Context: an optimization exercise on an open-source flow, tuned for small area. The choices shown serve that exercise and are no tape-out recipe. RTL that was checked went through simulation tests only; none was proved equivalent to the original. The clock input has no modelled driver; a real chip could not lean on it and would need a root buffer or a full tree. Power and IR drop assume default switching activity.

run A:
==> flow/design.v (excerpt) <==
module ev1527_decoder (
    input  wire        clk,
    input  wire        rst,         
    input  wire        line_i,      
    input  wire        tick_i,      
    input  wire        rearm_i,     
    input  wire        disable_i,   
    input  wire        clrdet_i,    
    output wire [19:0] address_o,
    output wire [3:0]  key_o,
    output wire        detected_o,
    output wire        enabled_o
);
Size: roughly 300 cells after synthesis, ~85 flip-flops, ~3700 sq um of cells after synthesis.
==> module ev1527_classifier, before the edit <==
module ev1527_classifier (
    input  wire [14:0] lo_i,
    input  wire [13:0] hi_i,
    output wire        valid_o,      
    output wire        bit_o,        
    output wire        preamble_o    
);
    function automatic le15(input [14:0] a, input [14:0] b);
        integer i;
        reg r;
        begin
            r = 1'b1;
            for (i = 0; i < 15; i = i + 1)
                r = (~a[i] & b[i]) | (~a[i] & r) | (b[i] & r);
            le15 = r;
        end
    endfunction
    function automatic [14:0] add15(input [14:0] a, input [14:0] b);
        integer i;
        reg c;
        begin
            c = 1'b0;
            for (i = 0; i < 15; i = i + 1) begin
                add15[i] = a[i] ^ b[i] ^ c;
                c = (a[i] & b[i]) | (a[i] & c) | (b[i] & c);
            end
        end
    endfunction
    wire [14:0] hi = {1'b0, hi_i};
    wire lo_le_2hi = le15(lo_i, {hi_i, 1'b0});
    assign valid_o = le15(15'd450, hi) && le15(hi, 15'd8500) &&
                     le15(15'd1350, lo_i) && le15(lo_i, 15'd25500);
    assign bit_o   = lo_le_2hi;
    wire [14:0] hi_x125 = add15(hi, {3'b000, hi_i[13:2]});
    assign preamble_o = le15(15'd9600, hi) && le15(hi, 15'd16000) &&
                        le15(hi_x125, lo_i) && lo_le_2hi;
endmodule
==> module ev1527_decoder, before the edit <==
module ev1527_decoder (
    input  wire        clk,
    input  wire        rst,         
    input  wire        line_i,      
    input  wire        tick_i,      
    input  wire        rearm_i,     
    input  wire        disable_i,   
    input  wire        clrdet_i,    
    output wire [19:0] address_o,
    output wire [3:0]  key_o,
    output wire        detected_o,
    output wire        enabled_o
);
    reg        line_q;
    reg        enabled;
    reg        exp_fall;
    reg [14:0] count;
    reg [13:0] hi;
    reg [4:0]  bit_index;
    wire       preamble_found = |bit_index;
    reg [22:0] acc;
    reg [19:0] address;
    reg [3:0]  key;
    reg        detected;
    wire edge_hit = exp_fall ? (~line_i & line_q) : (line_i & ~line_q);
    wire notify   = enabled & edge_hit & ~rearm_i & ~disable_i;
    wire n_fall   = notify & exp_fall;     
    wire n_rise   = notify & ~exp_fall;    
    wire        big  = ~preamble_found & exp_fall;
    wire [14:0] step = {10'd0, big, 1'b0, big, preamble_found & ~exp_fall,
                        ~big};
    reg  [14:0] count_sum;
    reg         carry;
    integer i;
    always @(*) begin
        carry = 1'b0;
        for (i = 0; i < 15; i = i + 1) begin
            count_sum[i] = count[i] ^ step[i] ^ carry;
            carry        = (count[i] & step[i]) | (count[i] & carry) |
                           (step[i] & carry);
        end
    end
    wire count_sat = exp_fall ? &count[13:6] : &count[14:6];
    wire valid, bit_value, is_preamble;
    ev1527_classifier u_classifier (
        .lo_i      (count),
        .hi_i      (hi),
        .valid_o   (valid),
        .bit_o     (bit_value),
        .preamble_o(is_preamble)
    );
    wire take_bit = n_rise & preamble_found & valid;
    wire last_bit = (bit_index == 5'd14);
    wire complete = take_bit & last_bit;
    always @(posedge clk) begin
        line_q <= line_i;
        if (notify)
            count <= 15'd0;
        else if (enabled && tick_i && !count_sat)
            count <= count_sum;
        if (n_fall)
            hi[12:0] <= count[12:0];
        if (n_fall)
            hi[13] <= count[13];
        else if (notify || rearm_i)
            hi[13] <= 1'b0;
        if (rearm_i)
            exp_fall <= 1'b0;
        else if (notify)
            exp_fall <= ~exp_fall & (~preamble_found | valid);
        if (rearm_i)
            bit_index <= 5'd0;
        else if (n_rise) begin
            if (!preamble_found)
                bit_index <= {4'd0, is_preamble};
            else if (valid)
                bit_index <= {bit_index[3:0], bit_index[4] ^ bit_index[2]};
            else
                bit_index <= 5'd0;
        end
        if (n_rise)
            acc <= {acc[21:0], bit_value};
        if (complete) begin
            address <= acc[22:3];
            key     <= {acc[2:0], bit_value};
        end
        if (rst)
            enabled <= 1'b0;
        else if (disable_i)
            enabled <= 1'b0;
        else if (rearm_i)
            enabled <= 1'b1;
        else if (complete)
            enabled <= 1'b0;
        if (rst)
            detected <= 1'b0;
        else if (complete)
            detected <= 1'b1;
        else if (clrdet_i)
            detected <= 1'b0;
    end
    assign address_o  = address;
    assign key_o      = key;
    assign detected_o = detected;
    assign enabled_o  = enabled;
endmodule
Settings: LEC_CHECK=0, CAP_MARGIN=20, CORE_MARGIN=2, CORE_UTILIZATION=40, GPL_TIMING_DRIVEN=0, SLEW_MARGIN=20; clock period 6.0 ns.
standard.sh (not shown) runs the stock make flow with config.mk's settings and CLKGATE_MAP_FILE= SYNTH_SCRIPT=/design/flow/synth_recipe.tcl, a recipe that flattens the netlist after the stock synthesis.
==> flow/flow/run.sh <==
#!/bin/bash
# Own layout flow: the standard flow (standard.sh) with these changes.
#  - Synthesis is the standard flow's own script (synth_recipe.tcl), except that the ABC
#    mapping step uses an area-oriented script (flow/area.abc): the same
#    registers, cell types and names, only the logic between them is mapped
#    differently.
#  - Ports are buffered with buf_1 instead of the resizer's default pick.
#  - CTS is replaced by a two-level clock buffer tree (flow/cts_hook.tcl):
#    the registers are split into CLK_GROUPS equal groups by position, each
#    driven by a clkbuf_8 at its centre; one clkbuf_2 drives those.
# Each tool's log is in orfs/logs/; make's output is in flow_make.log.
set -euo pipefail
W=$(pwd)
cat > "$W/flow_synth.tcl" <<EOF
proc abc {args} {
  set i [lsearch -exact \$args -script]
  if {\$i >= 0} { lset args [expr {\$i + 1}] $W/flow/area.abc }
  yosys abc {*}\$args
}
source $W/synth_recipe.tcl
EOF
export BUFFER_PORTS_ARGS="-buffer_cell sky130_fd_sc_hd__buf_1"
export PRE_CTS_TCL="$W/flow/cts_hook.tcl"
export CLK_GROUPS=5
export CLK_LEAF_CELL=sky130_fd_sc_hd__clkbuf_8
export CLK_ROOT_CELL=sky130_fd_sc_hd__clkbuf_2
bash standard.sh SYNTH_SCRIPT="$W/flow_synth.tcl" finish > flow_make.log 2>&1
Other scripts of this flow, unchanged in this note and not shown: flow/flow/area.abc, flow/flow/cts_hook.tcl
Relative to run A, the following input files were edited for run B:
diff --git a/flow/design.v b/flow/design.v
--- a/flow/design.v
+++ b/flow/design.v
@@ -14,8 +14,28 @@
                 r = (~a[i] & b[i]) | (~a[i] & r) | (b[i] & r);
             le15 = r;
         end
     endfunction
+    function automatic le15_na(input [14:0] na, input [14:0] b);
+        integer i;
+        reg r;
+        begin
+            r = 1'b1;
+            for (i = 0; i < 15; i = i + 1)
+                r = (na[i] & b[i]) | (na[i] & r) | (b[i] & r);
+            le15_na = r;
+        end
+    endfunction
+    function automatic ge15_na(input [14:0] na, input [14:0] b);
+        integer i;
+        reg s;
+        begin
+            s = 1'b0;
+            for (i = 0; i < 15; i = i + 1)
+                s = (b[i] & na[i]) | (b[i] & s) | (na[i] & s);
+            ge15_na = ~s;
+        end
+    endfunction
     function automatic [14:0] add15(input [14:0] a, input [14:0] b);
         integer i;
         reg c;
         begin
@@ -25,16 +45,19 @@
                 c = (a[i] & b[i]) | (a[i] & c) | (b[i] & c);
             end
         end
     endfunction
-    wire [14:0] hi = {1'b0, hi_i};
-    wire lo_le_2hi = le15(lo_i, {hi_i, 1'b0});
+    wire [14:0] hi   = {1'b0, hi_i};
+    wire [14:0] lo_n = ~lo_i;     
+    wire lo_le_2hi = le15_na(lo_n, {hi_i, 1'b0});
     assign valid_o = le15(15'd450, hi) && le15(hi, 15'd8500) &&
                      le15(15'd1350, lo_i) && le15(lo_i, 15'd25500);
     assign bit_o   = lo_le_2hi;
-    wire [14:0] hi_x125 = add15(hi, {3'b000, hi_i[13:2]});
-    assign preamble_o = le15(15'd9600, hi) && le15(hi, 15'd16000) &&
-                        le15(hi_x125, lo_i) && lo_le_2hi;
+    wire [14:0] q       = {3'b000, hi_i[13:2]};
+    wire [14:0] q1      = {4'b0001, hi_i[12:2]};
+    wire [14:0] q_x5    = add15({q1[12:0], 2'b00}, q1);
+    assign preamble_o = le15(15'd2400, q) && le15(q, 15'd4000) &&
+                        ge15_na(lo_n, q_x5) && lo_le_2hi;
 endmodule
 module ev1527_decoder (
     input  wire        clk,
     input  wire        rst,         
@@ -62,11 +85,13 @@
     wire edge_hit = exp_fall ? (~line_i & line_q) : (line_i & ~line_q);
     wire notify   = enabled & edge_hit & ~rearm_i & ~disable_i;
     wire n_fall   = notify & exp_fall;     
     wire n_rise   = notify & ~exp_fall;    
+    wire        count_sat = exp_fall ? &count[13:6] : &count[14:6];
+    wire        inc  = enabled & tick_i & ~count_sat;
     wire        big  = ~preamble_found & exp_fall;
     wire [14:0] step = {10'd0, big, 1'b0, big, preamble_found & ~exp_fall,
-                        ~big};
+                        ~big} & {15{inc}};
     reg  [14:0] count_sum;
     reg         carry;
     integer i;
     always @(*) begin
@@ -76,9 +101,8 @@
             carry        = (count[i] & step[i]) | (count[i] & carry) |
                            (step[i] & carry);
         end
     end
-    wire count_sat = exp_fall ? &count[13:6] : &count[14:6];
     wire valid, bit_value, is_preamble;
     ev1527_classifier u_classifier (
         .lo_i      (count),
         .hi_i      (hi),
@@ -90,17 +114,16 @@
     wire last_bit = (bit_index == 5'd14);
     wire complete = take_bit & last_bit;
     always @(posedge clk) begin
         line_q <= line_i;
-        if (notify)
-            count <= 15'd0;
-        else if (enabled && tick_i && !count_sat)
-            count <= count_sum;
-        if (n_fall)
+        count <= notify ? 15'd0 : count_sum;
+        if (exp_fall)
             hi[12:0] <= count[12:0];
-        if (n_fall)
+        if (rearm_i)
+            hi[13] <= 1'b0;
+        else if (exp_fall)
             hi[13] <= count[13];
-        else if (notify || rearm_i)
+        else if (notify)
             hi[13] <= 1'b0;
         if (rearm_i)
             exp_fall <= 1'b0;
         else if (notify)
Notes after the runs:
NOTE: parity-gate share of the synthesized area counting xor and xnor cells in run B exceeds that of run A. On insertion delay to the later sink of the worst-skew pair, run B and run A are basically level. [run B] maximum fanout along the worst path rose 2 relative to run A. Cmp run B and run A / multi-input gate share of the layout cell area / higher: run A. Between run B and run A, it is run B whose via count is lower, by about 11%. Where final worst-path setup slack is concerned, run A is outperformed by run B. When the final numbers for run B and run A were put side by side, the part of the power in the clock network turned out to be smaller in run A. [compare] base=run A new=run B: internal portion of total power now sits lower; total power consumption of the routed design fell about 18%; sequential power decreased 9.7%. The higher sequential element share of the synthesized area of run B and run A is in run B. Diff run B..run A | post-route antenna net violation count | unchanged.
Function not checked in run A: the RTL went through the layout flow alone. In every run of this note, the design's own scripts or RTL, not TritonCTS, make the clock network.


The RTL this note starts from:
==> flow/design.v <==
module ev1527_classifier (
    input  wire [14:0] lo_i,
    input  wire [13:0] hi_i,
    output wire        valid_o,      
    output wire        bit_o,        
    output wire        preamble_o    
);
    function automatic le15(input [14:0] a, input [14:0] b);
        integer i;
        reg r;
        begin
            r = 1'b1;
            for (i = 0; i < 15; i = i + 1)
                r = (~a[i] & b[i]) | (~a[i] & r) | (b[i] & r);
            le15 = r;
        end
    endfunction
    function automatic ge15n(input [14:0] na, input [14:0] b);
        integer i;
        reg s;
        begin
            s = 1'b0;
            for (i = 0; i < 15; i = i + 1)
                s = (b[i] & na[i]) | (b[i] & s) | (na[i] & s);
            ge15n = ~s;
        end
    endfunction
    function automatic le15n(input [14:0] na, input [14:0] b);
        integer i;
        reg r;
        begin
            r = 1'b1;
            for (i = 0; i < 15; i = i + 1)
                r = (na[i] & b[i]) | (na[i] & r) | (b[i] & r);
            le15n = r;
        end
    endfunction
    function automatic [14:0] add15(input [14:0] a, input [14:0] b);
        integer i;
        reg c;
        begin
            c = 1'b0;
            for (i = 0; i < 15; i = i + 1) begin
                add15[i] = a[i] ^ b[i] ^ c;
                c = (a[i] & b[i]) | (a[i] & c) | (b[i] & c);
            end
        end
    endfunction
    wire [14:0] hi     = {1'b0, hi_i};
    wire [14:0] lo_n   = ~lo_i;
    wire lo_le_2hi = le15n(lo_n, {hi_i, 1'b0});
    assign valid_o = le15(15'd450, hi) && le15(hi, 15'd8500) &&
                     le15(15'd1350, lo_i) && le15(lo_i, 15'd25500);
    assign bit_o   = lo_le_2hi;
    wire [14:0] hi_x125 = add15(hi, {3'b000, hi_i[13:2]});
    assign preamble_o = le15(15'd9600, hi) && le15(hi, 15'd16000) &&
                        ge15n(lo_n, hi_x125) && lo_le_2hi;
endmodule
module ev1527_decoder (
    input  wire        clk,
    input  wire        rst,         
    input  wire        line_i,      
    input  wire        tick_i,      
    input  wire        rearm_i,     
    input  wire        disable_i,   
    input  wire        clrdet_i,    
    output wire [19:0] address_o,
    output wire [3:0]  key_o,
    output wire        detected_o,
    output wire        enabled_o
);
    reg        line_q;
    reg        enabled;
    reg        exp_fall;
    reg [14:0] count;
    reg [13:0] hi;
    reg        preamble_found;
    reg [4:0]  bit_index;
    reg [22:0] acc;
    reg [19:0] address;
    reg [3:0]  key;
    reg        detected;
    wire edge_hit = exp_fall ? (~line_i & line_q) : (line_i & ~line_q);
    wire notify   = enabled & edge_hit & ~rearm_i & ~disable_i;
    wire n_fall   = notify & exp_fall;     
    wire n_rise   = notify & ~exp_fall;    
    wire        big  = ~preamble_found & exp_fall;
    wire [14:0] step = {10'd0, big, 1'b0, big, preamble_found & ~exp_fall,
                        ~big};
    reg  [14:0] count_sum;
    reg         carry;
    reg         count_c14;    
    integer i;
    always @(*) begin
        carry = 1'b0;
        count_c14 = 1'b0;
        for (i = 0; i < 15; i = i + 1) begin
            if (i == 14)
                count_c14 = carry;
            count_sum[i] = count[i] ^ step[i] ^ carry;
            carry        = (count[i] & step[i]) | (count[i] & carry) |
                           (step[i] & carry);
        end
    end
    wire count_sat = exp_fall ? count_c14 : carry;
    wire valid, bit_value, is_preamble;
    ev1527_classifier u_classifier (
        .lo_i      (count),
        .hi_i      (hi),
        .valid_o   (valid),
        .bit_o     (bit_value),
        .preamble_o(is_preamble)
    );
    wire take_bit = n_rise & preamble_found & valid;
    wire last_bit = (bit_index == 5'd14);
    wire complete = take_bit & last_bit;
    always @(posedge clk) begin
        line_q <= line_i;
        if (notify)
            count <= 15'd0;
        else if (enabled && tick_i && !count_sat)
            count <= count_sum;
        if (n_fall)
            hi[12:0] <= count[12:0];
        if (n_fall)
            hi[13] <= count[13];
        else if (notify || rearm_i)
            hi[13] <= 1'b0;
        if (rearm_i)
            exp_fall <= 1'b0;
        else if (notify)
            exp_fall <= ~exp_fall & (~preamble_found | valid);
        if (rearm_i)
            preamble_found <= 1'b0;
        else if (n_rise)
            preamble_found <= preamble_found ? valid : is_preamble;
        if (!preamble_found)
            bit_index <= 5'd1;
        else if (take_bit)
            bit_index <= {bit_index[3:0], bit_index[4] ^ bit_index[2]};
        if (take_bit)
            acc <= {acc[21:0], bit_value};
        if (complete) begin
            address <= acc[22:3];
            key     <= {acc[2:0], bit_value};
        end
        if (rst)
            enabled <= 1'b0;
        else if (disable_i)
            enabled <= 1'b0;
        else if (rearm_i)
            enabled <= 1'b1;
        else if (complete)
            enabled <= 1'b0;
        if (rst)
            detected <= 1'b0;
        else if (complete)
            detected <= 1'b1;
        else if (clrdet_i)
            detected <= 1'b0;
    end
    assign address_o  = address;
    assign key_o      = key;
    assign detected_o = detected;
    assign enabled_o  = enabled;
endmodule
clock: 6.0 ns
lec_check: 0
cap_margin: 20
core_margin: 2
core_utilization: 40
gpl_timing_driven: 0
slew_margin: 20
==> flow/flow/run.sh <==
#!/bin/bash
# Own layout flow: the standard flow (standard.sh) with these changes.
#  - Synthesis is the standard flow's own script (synth_recipe.tcl), except that the ABC
#    mapping step uses an area-oriented script (flow/area.abc): the same
#    registers, cell types and names, only the logic between them is mapped
#    differently.
#  - Ports are buffered with buf_1 instead of the resizer's default pick.
#  - CTS does not insert dummy loads.
# Each tool's log is in orfs/logs/; make's output is in flow_make.log.
set -euo pipefail
W=$(pwd)
cat > "$W/flow_synth.tcl" <<EOF
proc abc {args} {
  set i [lsearch -exact \$args -script]
  if {\$i >= 0} { lset args [expr {\$i + 1}] $W/flow/area.abc }
  yosys abc {*}\$args
}
source $W/synth_recipe.tcl
EOF
export BUFFER_PORTS_ARGS="-buffer_cell sky130_fd_sc_hd__buf_1"
export CTS_ARGS="-sink_clustering_enable -repair_clock_nets -dont_use_dummy_load"
bash standard.sh SYNTH_SCRIPT="$W/flow_synth.tcl" finish > flow_make.log 2>&1
==> flow/flow/area.abc <==
&get -n
&st
&dch
&nf -R 1000
&put
topo
The starting point produced a layout that fails on negative setup slack.
Then changed:
--- a/flow/design.v
+++ b/flow/design.v
@@ -13,30 +13,10 @@
             for (i = 0; i < 15; i = i + 1)
                 r = (~a[i] & b[i]) | (~a[i] & r) | (b[i] & r);
             le15 = r;
         end
     endfunction
-    function automatic ge15n(input [14:0] na, input [14:0] b);
-        integer i;
-        reg s;
-        begin
-            s = 1'b0;
-            for (i = 0; i < 15; i = i + 1)
-                s = (b[i] & na[i]) | (b[i] & s) | (na[i] & s);
-            ge15n = ~s;
-        end
-    endfunction
-    function automatic le15n(input [14:0] na, input [14:0] b);
-        integer i;
-        reg r;
-        begin
-            r = 1'b1;
-            for (i = 0; i < 15; i = i + 1)
-                r = (na[i] & b[i]) | (na[i] & r) | (b[i] & r);
-            le15n = r;
-        end
-    endfunction
     function automatic [14:0] add15(input [14:0] a, input [14:0] b);
         integer i;
         reg c;
         begin
             c = 1'b0;
@@ -44,19 +24,18 @@
                 add15[i] = a[i] ^ b[i] ^ c;
                 c = (a[i] & b[i]) | (a[i] & c) | (b[i] & c);
             end
         end
     endfunction
-    wire [14:0] hi     = {1'b0, hi_i};
-    wire [14:0] lo_n   = ~lo_i;
-    wire lo_le_2hi = le15n(lo_n, {hi_i, 1'b0});
+    wire [14:0] hi = {1'b0, hi_i};
+    wire lo_le_2hi = le15(lo_i, {hi_i, 1'b0});
     assign valid_o = le15(15'd450, hi) && le15(hi, 15'd8500) &&
                      le15(15'd1350, lo_i) && le15(lo_i, 15'd25500);
     assign bit_o   = lo_le_2hi;
     wire [14:0] hi_x125 = add15(hi, {3'b000, hi_i[13:2]});
     assign preamble_o = le15(15'd9600, hi) && le15(hi, 15'd16000) &&
-                        ge15n(lo_n, hi_x125) && lo_le_2hi;
+                        le15(hi_x125, lo_i) && lo_le_2hi;
 endmodule
 module ev1527_decoder (
     input  wire        clk,
     input  wire        rst,         
     input  wire        line_i,      
With this change the flow produced a clean layout.
Final area hardly moves.
Die area rose slightly.
Worst setup slack gains 0.59 ns.
Synthesized area rose slightly.
Clock-buffer cell count does not change.
Function not checked in the first run of this note: the RTL went through the layout flow alone.

-- re-timing with driven ports --
How much do the figures lean on ideal ports? The routed layouts below were timed once more, with nothing changed but the port constraints.
Step 1, drivers: a clkbuf_16 drives clk and a buf_2 each remaining input, both assumed.
Step 2 times the ports against the registers' clock, not the clock port: input delays grow and output delays shrink by t, the midpoint of the rising clock arrivals with the driver on.
Slacks: no drivers / after step 1 / after step 2; pairs: no drivers / after step 1.
| run | shift t [ns] | setup slack, ns | hold slack, ns | worst setup path at the end | latest minus earliest clock arrival (ns) |
|---|---|---|---|---|---|
| run A | 0.516 | 0.162 / 0.162 / 0.162 | 0.439 / 0.439 / 0.439 | register to register | 0.013 / 0.013 |
| run B | 0.494 | 0.679 / 0.679 / 0.679 | 0.430 / 0.430 / 0.430 | register to register | 0.019 / 0.019 |
| the first run of note 2 | 0.371 | -0.385 / -0.385 / -0.385 | 0.418 / 0.418 / 0.418 | register to register | 0.050 / 0.051 |
| the second run of note 2 | 0.378 | 0.205 / 0.205 / 0.205 | 0.425 / 0.425 / 0.425 | register to register | 0.035 / 0.035 |
